Context: an optimization exercise on an open-source flow, tuned for small area. The choices shown serve that exercise and are no tape-out recipe. Function was checked by simulation only, so behaviour that the tests miss may differ from the original. Power is estimated from default activity; no workload was simulated.

run A:
## mfc
module mfc (
    input  wire        clk,
    input  wire        rst,         
    input  wire        psel,
    input  wire        pwrite,
    input  wire [8:2]  paddr,
    input  wire [31:0] pwdata,
    output reg  [31:0] prdata,
    input  wire        rx_valid,
    input  wire [7:0]  rx_data,
    input  wire        rx_timeout,
    input  wire        tx_ready,
    output wire        tx_valid,
    output wire [7:0]  tx_data,
    output wire        irq
);
==> flow/config.mk <==
export PLATFORM = sky130hd
export DESIGN_NAME = mfc
export DESIGN_NICKNAME = mfc
export VERILOG_FILES = /design/flow/design.v
export SDC_FILE = /design/flow/constraint.sdc
export NUM_CORES = 4
export LEC_CHECK = 0
export CAP_MARGIN = 10
export CORE_MARGIN = 2
export CORE_UTILIZATION = 62
export GPL_TIMING_DRIVEN = 0
export SETUP_SLACK_MARGIN = 0.6
export SLEW_MARGIN = 10
export SYNTH_HIERARCHICAL = 1
export SYNTH_MINIMUM_KEEP_SIZE = 0
==> flow/constraint.sdc <==
create_clock -name core_clock -period 10.0 [get_ports {clk}]
set_input_delay 2.0000 -clock core_clock [delete_from_list [all_inputs] [get_ports {clk}]]
set_output_delay 2.0000 -clock core_clock [all_outputs]
set_load 0.01 [all_outputs]
standard.sh (not shown) runs the stock make flow with config.mk's settings and CLKGATE_MAP_FILE= SYNTH_SCRIPT=/design/flow/synth_recipe.tcl, a recipe that flattens the netlist after the stock synthesis.
==> flow/flow/run.sh <==
#!/bin/bash
# Standard ORFS layout with two changes: port buffers are buf_2 cells (not
# clock delay cells), and the clock tree is a clkbuf_16 root over clkbuf_8
# buffers driving sink clusters of up to 16 flip-flops, without dummy
# balancing loads.
set -euo pipefail
bash standard.sh \
  'BUFFER_PORTS_ARGS=-buffer_cell sky130_fd_sc_hd__buf_2' \
  'CTS_ARGS=-sink_clustering_enable -repair_clock_nets -dont_use_dummy_load -root_buf sky130_fd_sc_hd__clkbuf_16 -buf_list sky130_fd_sc_hd__clkbuf_8 -sink_clustering_size 16 -sink_clustering_max_diameter 50' \
  finish > standard_flow.log 2>&1
Inputs modified between run A and run B:
Settings: changing SLEW_MARGIN from 10 to 20; changing CORE_UTILIZATION from 62 to 55; changing CAP_MARGIN from 10 to 20.
==> flow/flow/run.sh <==
#!/bin/bash
# Standard ORFS layout with two changes: port buffers are buf_2 cells (not
# clock delay cells), and the clock tree is a clkbuf_16 root over clkbuf_8
# buffers driving sink clusters of up to 14 flip-flops, without dummy
# balancing loads.
set -euo pipefail
bash standard.sh \
  'BUFFER_PORTS_ARGS=-buffer_cell sky130_fd_sc_hd__buf_2' \
  'CTS_ARGS=-sink_clustering_enable -repair_clock_nets -dont_use_dummy_load -root_buf sky130_fd_sc_hd__clkbuf_16 -buf_list sky130_fd_sc_hd__clkbuf_8 -sink_clustering_size 14 -sink_clustering_max_diameter 50' \
  finish > standard_flow.log 2>&1
- Changes observed in run B relative to run A: switching part of the total moved up; clock buffer instance count of the final layout increased 15.
- Core utilization: run B vs run A down 7.2 points
- Looking at peak clock frequency supported by timing, run B sits about 2% higher than run A does.
- Run B reports its start point of the critical path as paddr[3] while run A reports paddr[2].
- Share of total power in combinational logic essentially unchanged between run B and run A.
- Per the comparison of run B with run A, area added between synthesis and finish +0.85 points; overall power consumption up 0.00022 W.
- Final routed wire length divided by cell count sits lower in run B than in run A.
- Run B vs run A — placement-stage worst setup slack dropped 0.14 ns.
- Vertical extent of the die on run B is up relative to run A.
What run C does differently from run B at the input level:
==> flow/flow/run.sh <==
#!/bin/bash
# Standard ORFS layout with two changes: port buffers are buf_2 cells (not
# clock delay cells), and the clock tree is built of clkbuf_4
# buffers driving sink clusters of up to 9 flip-flops, without dummy
# balancing loads.
set -euo pipefail
bash standard.sh \
  'BUFFER_PORTS_ARGS=-buffer_cell sky130_fd_sc_hd__buf_2' \
  'CTS_ARGS=-sink_clustering_enable -repair_clock_nets -dont_use_dummy_load -buf_list sky130_fd_sc_hd__clkbuf_4 -sink_clustering_size 9 -sink_clustering_max_diameter 50' \
  finish > standard_flow.log 2>&1
==> comparison <==
The worst IR drop on VDD of run C falls short of that of run B by 16%. Diff run B -> run C: total power fell by about 2%, global-route met2 utilization stayed essentially flat, number of nets in the layout rose by about 1.3%. Looking at routed wire length on met2 across run C and run B, the one that comes out higher is run B. Run C vs. run B: clock skew went up 0.017 ns; final area fell by 300 um^2; fraction of power consumed by combinational cells has remained practically unchanged; area fraction of clock buffers and clock inverters now sits lower. Internal power consumption delta (run C − run B): favourable.

* * *

## the reference run
Starting RTL as in the previous note.
Design mfc, start of the top module:
module mfc (
    input  wire        clk,
    input  wire        rst,         
    input  wire        psel,
    input  wire        pwrite,
    input  wire [8:2]  paddr,
    input  wire [31:0] pwdata,
    output reg  [31:0] prdata,
    input  wire        rx_valid,
    input  wire [7:0]  rx_data,
    input  wire        rx_timeout,
    input  wire        tx_ready,
    output wire        tx_valid,
    output wire [7:0]  tx_data,
    output wire        irq
);
    localparam [7:0] SYNC = 8'h55;
    localparam [2:0] RS_IDLE  = 3'd0;
    localparam [2:0] RS_HUNT  = 3'd1;
    localparam [2:0] RS_ACCUM = 3'd2;
    localparam [2:0] RS_DONE  = 3'd3;
    localparam [2:0] RS_ECHK  = 3'd5;    
    localparam [2:0] RS_EINC  = 3'd6;    
    localparam [2:0] RS_ESYNC = 3'd7;    
    localparam [1:0] MODE_NONE   = 2'b00;
    localparam [1:0] MODE_STRICT = 2'b01;
    localparam [2:0] CE_OK         = 3'd0;
    localparam [2:0] CE_BAD_CMD    = 3'd1;
    localparam [2:0] CE_BAD_ARG    = 3'd2;
    localparam [2:0] CE_LEN_RANGE  = 3'd3;
    localparam [2:0] CE_TX_SEQ     = 3'd4;
    localparam [2:0] CE_TX_OVERRUN = 3'd5;
    localparam [2:0] CE_UNVERIFIED = 3'd6;
    localparam [2:0] CE_REC_RANGE  = 3'd7;
    localparam [3:0] OP_RX_ARM     = 4'h1;
    localparam [3:0] OP_RX_ARM_OP  = 4'h2;
    localparam [3:0] OP_RX_CLEAR   = 4'h3;
    localparam [3:0] OP_RX_TIMEOUT = 4'h4;
    localparam [3:0] OP_TX_START   = 4'h5;
    localparam [3:0] OP_TX_END     = 4'h6;
    localparam [3:0] OP_TX_ABORT   = 4'h7;
    localparam [3:0] OP_CK_CLEAR   = 4'h8;
    localparam [3:0] OP_DECODE     = 4'h9;
    localparam [3:0] OP_SOFT_RESET = 4'hF;
    localparam [6:0] A_CTRL      = 7'h00;
    localparam [6:0] A_CMD       = 7'h01;
    localparam [6:0] A_STATUS    = 7'h02;
    localparam [6:0] A_RX_LEN    = 7'h03;
    localparam [6:0] A_RX_INFO   = 7'h04;
    localparam [6:0] A_TX_DATA   = 7'h05;
    localparam [6:0] A_TX_INFO   = 7'h06;
    localparam [6:0] A_CK_DATA   = 7'h07;
    localparam [6:0] A_CK_INFO   = 7'h08;
    localparam [6:0] A_INT_PEND  = 7'h09;
    localparam [6:0] A_INT_EN    = 7'h0A;
    localparam [6:0] A_REC_A     = 7'h0B;
    localparam [6:0] A_REC_B     = 7'h0C;
    localparam [6:0] A_REC_VALUE = 7'h0D;
    localparam [6:0] A_ID        = 7'h0E;
  ...
clock: 10.0 ns
lec_check: 0
cap_margin: 10
core_margin: 2
core_utilization: 62
gpl_timing_driven: 0
setup_slack_margin: 0.5
slew_margin: 10
synth_hierarchical: 1
synth_minimum_keep_size: 0
==> flow/flow/run.sh <==
#!/bin/bash
# Standard ORFS layout with two changes: port buffers are buf_2 cells (not
# clock delay cells), and the clock tree is built of clkbuf_4
# buffers driving sink clusters of up to 8 flip-flops, without dummy
# balancing loads.
set -euo pipefail
bash standard.sh \
  'BUFFER_PORTS_ARGS=-buffer_cell sky130_fd_sc_hd__buf_2' \
  'CTS_ARGS=-sink_clustering_enable -repair_clock_nets -dont_use_dummy_load -buf_list sky130_fd_sc_hd__clkbuf_4 -sink_clustering_size 8 -sink_clustering_max_diameter 50' \
  finish > standard_flow.log 2>&1
Every stage of the flow completed for the reference run, and the final layout passed the timing, design-rule and antenna checks.
What the trial run does differently from the reference run at the input level:
# the reference run
export LEC_CHECK = 0
export CAP_MARGIN = 10
export CORE_MARGIN = 2
export CORE_UTILIZATION = 62
export GPL_TIMING_DRIVEN = 0
export SETUP_SLACK_MARGIN = 0.5
export SLEW_MARGIN = 10
export SYNTH_HIERARCHICAL = 1
export SYNTH_MINIMUM_KEEP_SIZE = 0
create_clock -name core_clock -period 10.0 [get_ports {clk}]
# the trial run
export LEC_CHECK = 0
export CAP_MARGIN = 15
export CORE_MARGIN = 2
export CORE_UTILIZATION = 66
export GPL_TIMING_DRIVEN = 0
export SETUP_SLACK_MARGIN = 0.5
export SLEW_MARGIN = 15
export SYNTH_HIERARCHICAL = 1
export SYNTH_MINIMUM_KEEP_SIZE = 0
create_clock -name core_clock -period 10.0 [get_ports {clk}]
==> flow/flow/run.sh <==
#!/bin/bash
# Standard ORFS layout with two changes: port buffers are buf_2 cells (not
# clock delay cells), and the clock tree is a clkbuf_16 root over clkbuf_8
# buffers driving sink clusters of up to 16 flip-flops, without dummy
# balancing loads.
set -euo pipefail
bash standard.sh \
  'BUFFER_PORTS_ARGS=-buffer_cell sky130_fd_sc_hd__buf_2' \
  'CTS_ARGS=-sink_clustering_enable -repair_clock_nets -dont_use_dummy_load -root_buf sky130_fd_sc_hd__clkbuf_16 -buf_list sky130_fd_sc_hd__clkbuf_8 -sink_clustering_size 16 -sink_clustering_max_diameter 50' \
  finish > standard_flow.log 2>&1
==> comparison <==
The trial run vs. the reference run: switching power went down by 5.3%. Clock skew delta (the trial run -> the reference run): insignificant. Going from the reference run to the trial run, sequential cell area share grows by 0.20 points.

==> separate check: timing with driven ports <==
How much do the figures lean on ideal ports? The routed layouts below were timed once more, with nothing changed but the port constraints.
Step 1 sets driving cells, clkbuf_16 on the clock port and buf_2 on the other inputs (assumed; they add their load-dependent delay and slew).
Step 2 times the ports against the registers' clock, not the clock port: input delays grow and output delays shrink by t, the midpoint of the rising clock arrivals with the driver on.
a / b / c = ideal / step 1 / step 2; a / b = the first two.
| run | t (ns) | setup WS [ns] | worst hold slack (ns) | pins driven straight from the clock port |
|---|---|---|---|---|
| run A | 0.859 | 0.403 / 0.174 / 0.174 | 0.467 / 0.467 / 0.467 | 1 |
| run B | 0.837 | 0.588 / 0.430 / 0.430 | 0.469 / 0.469 / 0.469 | 1 |
| run C | 1.366 | 0.540 / 0.393 / 0.393 | 0.474 / 0.474 / 0.474 | 1 |
| the reference run | 1.384 | 0.292 / 0.096 / 0.096 | 0.474 / 0.474 / 0.474 | 1 |
| the trial run | 0.838 | 0.369 / 0.190 / 0.190 | 0.472 / 0.472 / 0.472 | 1 |
After both steps setup and hold are still met in every run listed. The setup slack of run A, which loses most, moves by -0.229 ns with the drivers and by -0.229 ns with both steps.
